Background: an optimization exercise with open tools, aiming at small area, a short achievable clock period and few clock cycles per item. Do not read the settings as production practice.
Only simulation tests tie the RTL to the original design; equivalence was not proved.
No activity file was given, so power comes from the tool's default toggle rates.

==> constraint.sdc <==
create_clock -name core_clock -period 7.5 [get_ports {clk}]
set_input_delay 1.5000 -clock core_clock [delete_from_list [all_inputs] [get_ports {clk}]]
set_output_delay 1.5000 -clock core_clock [all_outputs]
set_load 0.01 [all_outputs]
==> config.mk <==
export PLATFORM = sky130hd
export DESIGN_NAME = vcpu_alu
export DESIGN_NICKNAME = vcpu_alu
export VERILOG_FILES = /design/flow/design.v
export SDC_FILE = /design/flow/constraint.sdc
export NUM_CORES = 4
export LEC_CHECK = 0
export CAP_MARGIN = 20
export CORE_MARGIN = 2
export CORE_UTILIZATION = 25
export SLEW_MARGIN = 20
==> run.sh <==
#!/bin/bash
# synth_recipe.tcl (not shown) runs the flow's synth.tcl, then flattens the netlist and writes it again
# the make line also repeats each setting of config.mk as NAME=value (left out here)
make -C /OpenROAD-flow-scripts/flow DESIGN_CONFIG=/design/flow/config.mk WORK_HOME=/design/flow/orfs CLKGATE_MAP_FILE= SYNTH_SCRIPT=/design/flow/synth_recipe.tcl finish
==> design.v <==
module vcpu_alu (
    input  wire        clk,
    input  wire        rst,         
    input  wire        start,
    input  wire [7:0]  opcode,
    input  wire [1:0]  size,        
    input  wire [63:0] a,           
    input  wire [63:0] b,           
    output wire        in_ready,
    output reg         done,
    output reg  [63:0] result,      
    output reg         result_we,   
    output reg  [4:0]  flags,       
    output reg  [4:0]  flags_we,    
    output reg         div_zero     
);
    localparam [7:0] OP_LSR = 8'h10, OP_LSL = 8'h11, OP_ASR = 8'h12, OP_ASL = 8'h13;
    localparam [7:0] OP_MOV = 8'h20, OP_ADD = 8'h21, OP_SUB = 8'h22, OP_MUL = 8'h23;
    localparam [7:0] OP_DIV = 8'h24, OP_CMP = 8'h25;
    localparam [1:0] S_IDLE = 2'd0, S_MUL = 2'd1, S_DIV = 2'd2, S_FIN = 2'd3;
    function [6:0] width_of(input [1:0] s);
        case (s)
            2'd0: width_of = 7'd8;
            2'd1: width_of = 7'd16;
            2'd2: width_of = 7'd32;
            default: width_of = 7'd64;
        endcase
    endfunction
    function [63:0] mask_of(input [1:0] s);
        case (s)
            2'd0: mask_of = 64'h0000_0000_0000_00ff;
            2'd1: mask_of = 64'h0000_0000_0000_ffff;
            2'd2: mask_of = 64'h0000_0000_ffff_ffff;
            default: mask_of = 64'hffff_ffff_ffff_ffff;
        endcase
    endfunction
    function sign_of(input [63:0] v, input [1:0] s);
        case (s)
            2'd0: sign_of = v[7];
            2'd1: sign_of = v[15];
            2'd2: sign_of = v[31];
            default: sign_of = v[63];
        endcase
    endfunction
    wire [63:0] mask = mask_of(size);
    wire [6:0]  w    = width_of(size);
    wire [63:0] av   = a & mask;
    wire [63:0] bv   = b & mask;
    wire        a_s  = sign_of(av, size);
    wire        b_s  = sign_of(bv, size);
    wire [64:0] sum_full  = {1'b0, av} + {1'b0, bv};
    wire [64:0] diff_full = {1'b0, av} - {1'b0, bv};
    wire [63:0] sum_r     = sum_full[63:0] & mask;
    wire [63:0] diff_r    = diff_full[63:0] & mask;
    wire        add_c     = (size == 2'd3) ? sum_full[64] : ((sum_full[63:0] & ~mask) != 64'd0);
    wire        sub_c     = (bv > av);
    wire        add_v     = (a_s == b_s) && (sign_of(sum_r, size) != a_s);
    wire        sub_v     = (a_s != b_s) && (sign_of(diff_r, size) != a_s);
    wire        n_zero  = (bv == 64'd0);
    wire        n_ge_w  = (bv >= {57'd0, w});
    wire        n_le_w  = (bv <= {57'd0, w});
    wire [5:0]  n6      = bv[5:0];
    wire [63:0] a_sext  = a_s ? (av | ~mask) : av;
    wire [63:0] lsr_r   = n_ge_w ? 64'd0 : (av >> n6);
    wire [63:0] lsl_r   = n_ge_w ? 64'd0 : ((av << n6) & mask);
    wire signed [63:0] a_sext_s = a_sext;
    wire signed [63:0] asr_sh   = a_sext_s >>> n6;
    wire [63:0] asr_r   = n_ge_w ? (a_s ? mask : 64'd0) : (asr_sh & mask);
    wire [6:0]  wm_n    = w - {1'b0, n6};              
    wire        r_c     = n_zero ? 1'b0 : (n_le_w ? av[n6 - 6'd1] : 1'b0);    
    wire        ra_c    = n_zero ? 1'b0 : (n_le_w ? av[n6 - 6'd1] : a_s);    
    wire        l_c     = n_zero ? 1'b0 : (n_le_w ? av[wm_n[5:0]] : 1'b0);    
    wire [6:0]  top_sh   = w - 7'd1 - {1'b0, n6};
    wire [63:0] asl_top  = av >> top_sh[5:0];
    wire [63:0] asl_ones = (n6 == 6'd63) ? 64'hffff_ffff_ffff_ffff
                                         : ((64'd1 << (n6 + 6'd1)) - 64'd1);
    wire        asl_v    = n_zero ? 1'b0 :
                           (n_ge_w ? (av != 64'd0)
                                   : !((asl_top == 64'd0) || (asl_top == asl_ones)));
    reg  [1:0]  state;
    reg  [6:0]  count;
    reg  [1:0]  op_size;
    reg         op_is_div;
    reg  [63:0] op_a;        
    reg  [63:0] md_b;        
    reg  [63:0] hi;          
    reg  [63:0] lo;          
    wire [64:0] mul_sum  = {1'b0, hi} + (lo[0] ? {1'b0, md_b} : 65'd0);
    wire [64:0] rem_sh   = {hi, lo[63]};
    wire [65:0] rem_sub  = {1'b0, rem_sh} - {2'b0, md_b};
    wire        rem_ge   = !rem_sub[65];
    assign in_ready = (state == S_IDLE);
    wire [63:0] op_mask  = mask_of(op_size);
    wire [6:0]  op_w     = width_of(op_size);
    wire [6:0]  lo_sh    = 7'd64 - op_w;
    wire [63:0] mul_r    = (lo >> lo_sh[5:0]) & op_mask;   
    wire        mul_ovf  = (hi != 64'd0);
    wire [63:0] div_r    = lo & op_mask;
    always @(posedge clk) begin
        if (rst) begin
            state     <= S_IDLE;
            done      <= 1'b0;
            result    <= 64'd0;
            result_we <= 1'b0;
            flags     <= 5'd0;
            flags_we  <= 5'd0;
            div_zero  <= 1'b0;
        end else begin
            done <= 1'b0;
            case (state)
            S_IDLE: begin
                if (start) begin
                    done      <= 1'b1;
                    result    <= a;
                    result_we <= 1'b0;
                    flags     <= 5'd0;
                    flags_we  <= 5'd0;
                    div_zero  <= 1'b0;
                    case (opcode)
                    OP_MOV: begin
                        result    <= (a & ~mask) | bv;
                        result_we <= 1'b1;
                        flags     <= {1'b0, b_s, (bv == 64'd0), 1'b0, 1'b0};
                        flags_we  <= 5'b01100;
                    end
                    OP_ADD: begin
                        result    <= (a & ~mask) | sum_r;
                        result_we <= 1'b1;
                        flags     <= {add_c, sign_of(sum_r, size), (sum_r == 64'd0), add_v, add_c};
                        flags_we  <= 5'b11111;
                    end
                    OP_SUB, OP_CMP: begin
                        result    <= (opcode == OP_SUB) ? ((a & ~mask) | diff_r) : a;
                        result_we <= (opcode == OP_SUB);
                        flags     <= {sub_c, sign_of(diff_r, size), (diff_r == 64'd0), sub_v, sub_c};
                        flags_we  <= 5'b11111;
                    end
                    OP_LSR: begin
                        result    <= (a & ~mask) | lsr_r;
                        result_we <= 1'b1;
                        flags     <= {r_c, sign_of(lsr_r, size), (lsr_r == 64'd0), 1'b0, r_c};
                        flags_we  <= 5'b11111;
                    end
                    OP_LSL, OP_ASL: begin
                        result    <= (a & ~mask) | lsl_r;
                        result_we <= 1'b1;
                        flags     <= {l_c, sign_of(lsl_r, size), (lsl_r == 64'd0),
                                      (opcode == OP_ASL) ? asl_v : 1'b0, l_c};
                        flags_we  <= 5'b11111;
                    end
                    OP_ASR: begin
                        result    <= (a & ~mask) | asr_r;
                        result_we <= 1'b1;
                        flags     <= {ra_c, sign_of(asr_r, size), (asr_r == 64'd0), 1'b0, ra_c};
                        flags_we  <= 5'b11111;
                    end
                    OP_MUL: begin
                        done    <= 1'b0;
                        state   <= S_MUL;
                        count   <= w;
                        op_size <= size;
                        op_a    <= a;
                        op_is_div <= 1'b0;
                        md_b    <= bv;
                        hi      <= 64'd0;
                        lo      <= av;
                    end
                    OP_DIV: begin
                        if (bv == 64'd0) begin
                            div_zero <= 1'b1;
                        end else begin
                            done    <= 1'b0;
                            state   <= S_DIV;
                            count   <= w;
                            op_size <= size;
                            op_a    <= a;
                            op_is_div <= 1'b1;
                            md_b    <= bv;
                            hi      <= 64'd0;
                            lo      <= av << (7'd64 - w);
                        end
                    end
                    default: ;   
                    endcase
                end
            end
            S_MUL: begin
                {hi, lo} <= {mul_sum, lo[63:1]};
                count    <= count - 7'd1;
                if (count == 7'd1)
                    state <= S_FIN;
            end
            S_DIV: begin
                hi    <= rem_ge ? rem_sub[63:0] : rem_sh[63:0];
                lo    <= {lo[62:0], rem_ge};
                count <= count - 7'd1;
                if (count == 7'd1)
                    state <= S_FIN;
            end
            S_FIN: begin
                state     <= S_IDLE;
                done      <= 1'b1;
                result_we <= 1'b1;
                div_zero  <= 1'b0;
                flags_we  <= 5'b11111;
                if (op_is_div) begin
                    result <= (op_a & ~op_mask) | div_r;
                    flags  <= {1'b0, sign_of(div_r, op_size), (div_r == 64'd0), 1'b0, 1'b0};
                end else begin
                    result <= (op_a & ~op_mask) | mul_r;
                    flags  <= {mul_ovf, sign_of(mul_r, op_size), (mul_r == 64'd0), mul_ovf, mul_ovf};
                end
            end
            default: state <= S_IDLE;
            endcase
        end
    end
endmodule
==> out/results.ini <==
[status]
outcome=timing/DRC/antenna clean

[clock_tree]
tritoncts.num_buffers=41
cts.clk_slew.worst_paths_ns=0.06
ctsHoldBuffers=0
clk_latency_ns=0.64
tritoncts=yes
cts_root_buf=clkbuf_16
cts_sinks=333
postCtsResizedCells=0
cts_setup_buffers=0
clk_path_buf_depth=3
ctsHtreeMaxLevel=2

[timing]
post-route-period-util=0.976
drv_slew=0
worst_slew_pin_slew_ns=1.29
rsz0062_at_grt=false
setup_tns_ns=0
relSlewSlack=0.136
worst_slack_ns=0.179
hold_viol_final=0
max_clock_freq_mhz=137
setup_viol=0
period_minus_slack_ns=7.32
skew_ns=0.0522

[die]
die_w_um=475
die_h_um=475
rows=173
io_pins=219
coreArea_um2=222000
design.die.area_um2=226000
initial_utilization=0.251

[power_and_ir_drop]
power.density_nw_per_um2=167
power_mw=12.1
p_leak_nw=29.4
ir_worst_vdd_uv=227

[route]
wl_um=471000
ant_nets=0
drt_iter0_drc=11500
vias=74700
wl_per_cell_um=40.4
first_pass_iters=8
avgViaCountPerCell=6.41
drc=0

[yosys]
synth.most_common_cell=nand2_1
synth-async-reset-ratio=0
ys.flop_type=edfxtp_1
yosys.area.top_type_share=0.139
yosys.cell_types.count=112
ys_top_cells_by_count=758 x nand2_1, 641 x a21oi_1, 591 x nor2_1
ys_seq_area_frac=0.166
synth_warnings=1
synth.avg_cell_area_um2=7.40
synth_nets=7929
synth_edf_count=258
synth-seq-cells=333
synth_area_leaders=edfxtp_1 14%, ha_1 6.2%, a21oi_1 5.8%
synthCells=7507
syn_area_um2=55600
yosysTopAreaCell=edfxtp_1

[placement]
gp_congestion=1.13
io_buffers=218
place_hpwl_um=387000
preCtsSetupSlack_ns=-0.420
place_area_um2=70800

[grt]
grt_pass1_vias=70200
gr-total-overflow=0
grt_start_max_net_pins=100
antenna_found_initial=65
grt_first_pass_wirelength_um=624000
track_usage=0.400

[layout]
syn2layout_area_growth_pct=30.4
n_fill_cell=24100
fin_nets=9034
drive_gt1_frac=0.220
fin_util=0.327
multi_input_area_um2=42800
regArea_um2=9250
final_area_um2=72400

[critical_path]
slowest_delay_ns=0.99
rr_worst_depth=17
cpMostUsedCell=buf_4
path_buf_inv=6
crit-reg2reg-capture=hi[63]
crit_type=in -> reg
crit_slowest_cell=o31ai_1
worstPathMaxFanout=7
arrival_ns=7.89
start_kind=input port
rr_startpoint=lo[0]
path_cells=clkdlybuf4s50_1 -> buf_4 -> mux2_2 -> a22oi_1 -> a21oi_1 -> buf_4 -> o31ai_1 -> a21o_1 -> o311ai_0 -> a2111o_1 -> nor4_1 -> buf_4 -> nand4b_1 -> buf_4 -> nor2_1 -> or4_1 -> o21ai_0 -> buf_4 -> o211ai_1 -> nand2b_1
endpoint_kind=flip-flop
r2r_slack_ns=1.67
worst_ep_required_time_ns=8.07
crit_cells=20
path_delay_family=compound AO/OA/AOI/OAI gates

[hold_path]
worstHoldPathType=reg -> reg
min_from=result[0]
whs_path_depth=2
min_to=result[0]

[run]
cap_violations=0

where the power goes:
part           total (mW)  switching [mW]  internal, mW
combinational        7.29            4.70          2.59
sequential           2.51           0.258          2.25
clock                2.28           0.989          1.29
total                12.1            5.95          6.14
placed cells by master, fill, tap and decap left out, drive strengths merged, types with 102 or more instances in the layout:
cell type	Yosys	final
a211oi	132	132
a21o	139	139
a21oi	642	642
a22oi	129	129
and2	131	131
buf	121	1479
clkdlybuf4s50	0	209
edfxtp	258	258
ha	276	276
inv	285	290
mux2	120	120
mux2i	242	242
mux4	102	102
nand2	759	759
nand3	243	243
nor2	592	592
nor3	170	170
nor4	105	105
o21ai	473	473
o22ai	165	165
xnor2	204	204
tightest hold or removal path: stages, from the launching register on:
cell and delay [ns]:
dfxtp_1 0.31, nand2_1 0.05, a21oi_1 0.05
cell families (layout without fill, tap and decap cells):
family / count (synthesis) / count (layout) / share of synthesized area
compound gates: 2711 / 2711 / 0.329
other cells: 0 / 39 / 0
xor+xnor: 294 / 294 / 0.0464
fa+ha+maj: 281 / 281 / 0.0640
simple gates: 2504 / 2504 / 0.217
buf+inv: 920 / 2058 / 0.0670
flops: 333 / 333 / 0.166
mux: 464 / 464 / 0.110
final cells by class:
cell class / count / share of cell area
Multi-Input combinational cell: 6254 / 0.591
Timing Repair Buffer: 1688 / 0.192
Sequential cell: 333 / 0.128
Tap cell: 2975 / 0.0514
Clock buffer: 56 / 0.0167
Inverter: 294 / 0.0153
Clock inverter: 20 / 0.00399
Antenna cell: 39 / 0.00135
per-stage QoR:
| stage | cells | hold slack, ns |
|---|---|---|
| detailed placement | 11500 | 0.446 |
| floorplan | 7507 | 0.466 |
| CTS | 11600 | 0.455 |
| global placement | 11500 | 0.440 |
| global route | 11600 | 0.472 |
| finish | 11700 | 0.457 |
flip-flops by register name (all words and copies together), names as in the netlist:
register,flops
count,7
div_zero,1
done,1
flags,4
flags_we,2
hi,64
lo,64
md_b,64
op_a,56
op_is_div,1
op_size,2
result,64
result_we,1
state,2
per-layer routing:
metal / wire length (um) / share of wire / vias to the layer above / track usage
li1: - / - / 30900 / -
met1: 182000 / 0.39 / 37200 / 0.492
met2: 198000 / 0.42 / 5256 / 0.595
met3: 47500 / 0.10 / 1294 / 0.103
met4: 43400 / 0.092 / 38 / 0.307
met5: 242 / 0.00051 / - / 0
how the worst max path moves through the flow:
stage,startpoint,to
5_1_grt,a[11],flags[2]
6_report,a[36],flags[2]
2_1_floorplan,size[0],flags[0]
3_5_place_dp,a[15],flags[2]
4_1_cts,a[15],flags[2]
3_3_place_gp,a[15],flags[2]
Testbench counts, summed over its fixed seeds: cycles 127,915, ops 12,000.

## what the ideal ports hide
The results above use ideal ports. As a check the final layout listed here was re-extracted and re-timed, cells and wires unchanged.
Step 1 sets driving cells, clkbuf_16 on the clock port and buf_2 on the other inputs (assumed; they add their load-dependent delay and slew).
Step 2 times the ports against the registers' clock, not the clock port: input delays grow and output delays shrink by t, the midpoint of the rising clock arrivals with the driver on.
Slacks: ideal ports / drivers / drivers and shift; pairs: ideal ports / drivers.
t (ns): 0.690
slack for setup (ns): 0.179 / 0.233 / -0.456
latest minus earliest clock arrival (ns): 0.053 / 0.053
worst register clock-pin slew, ns: 0.08 / 0.08
pins driven straight from the clock port: 1
Met with ideal ports but missed after step 2: setup timing in this run. The setup slack of this run moves by +0.054 ns with the drivers and by -0.635 ns with both steps.
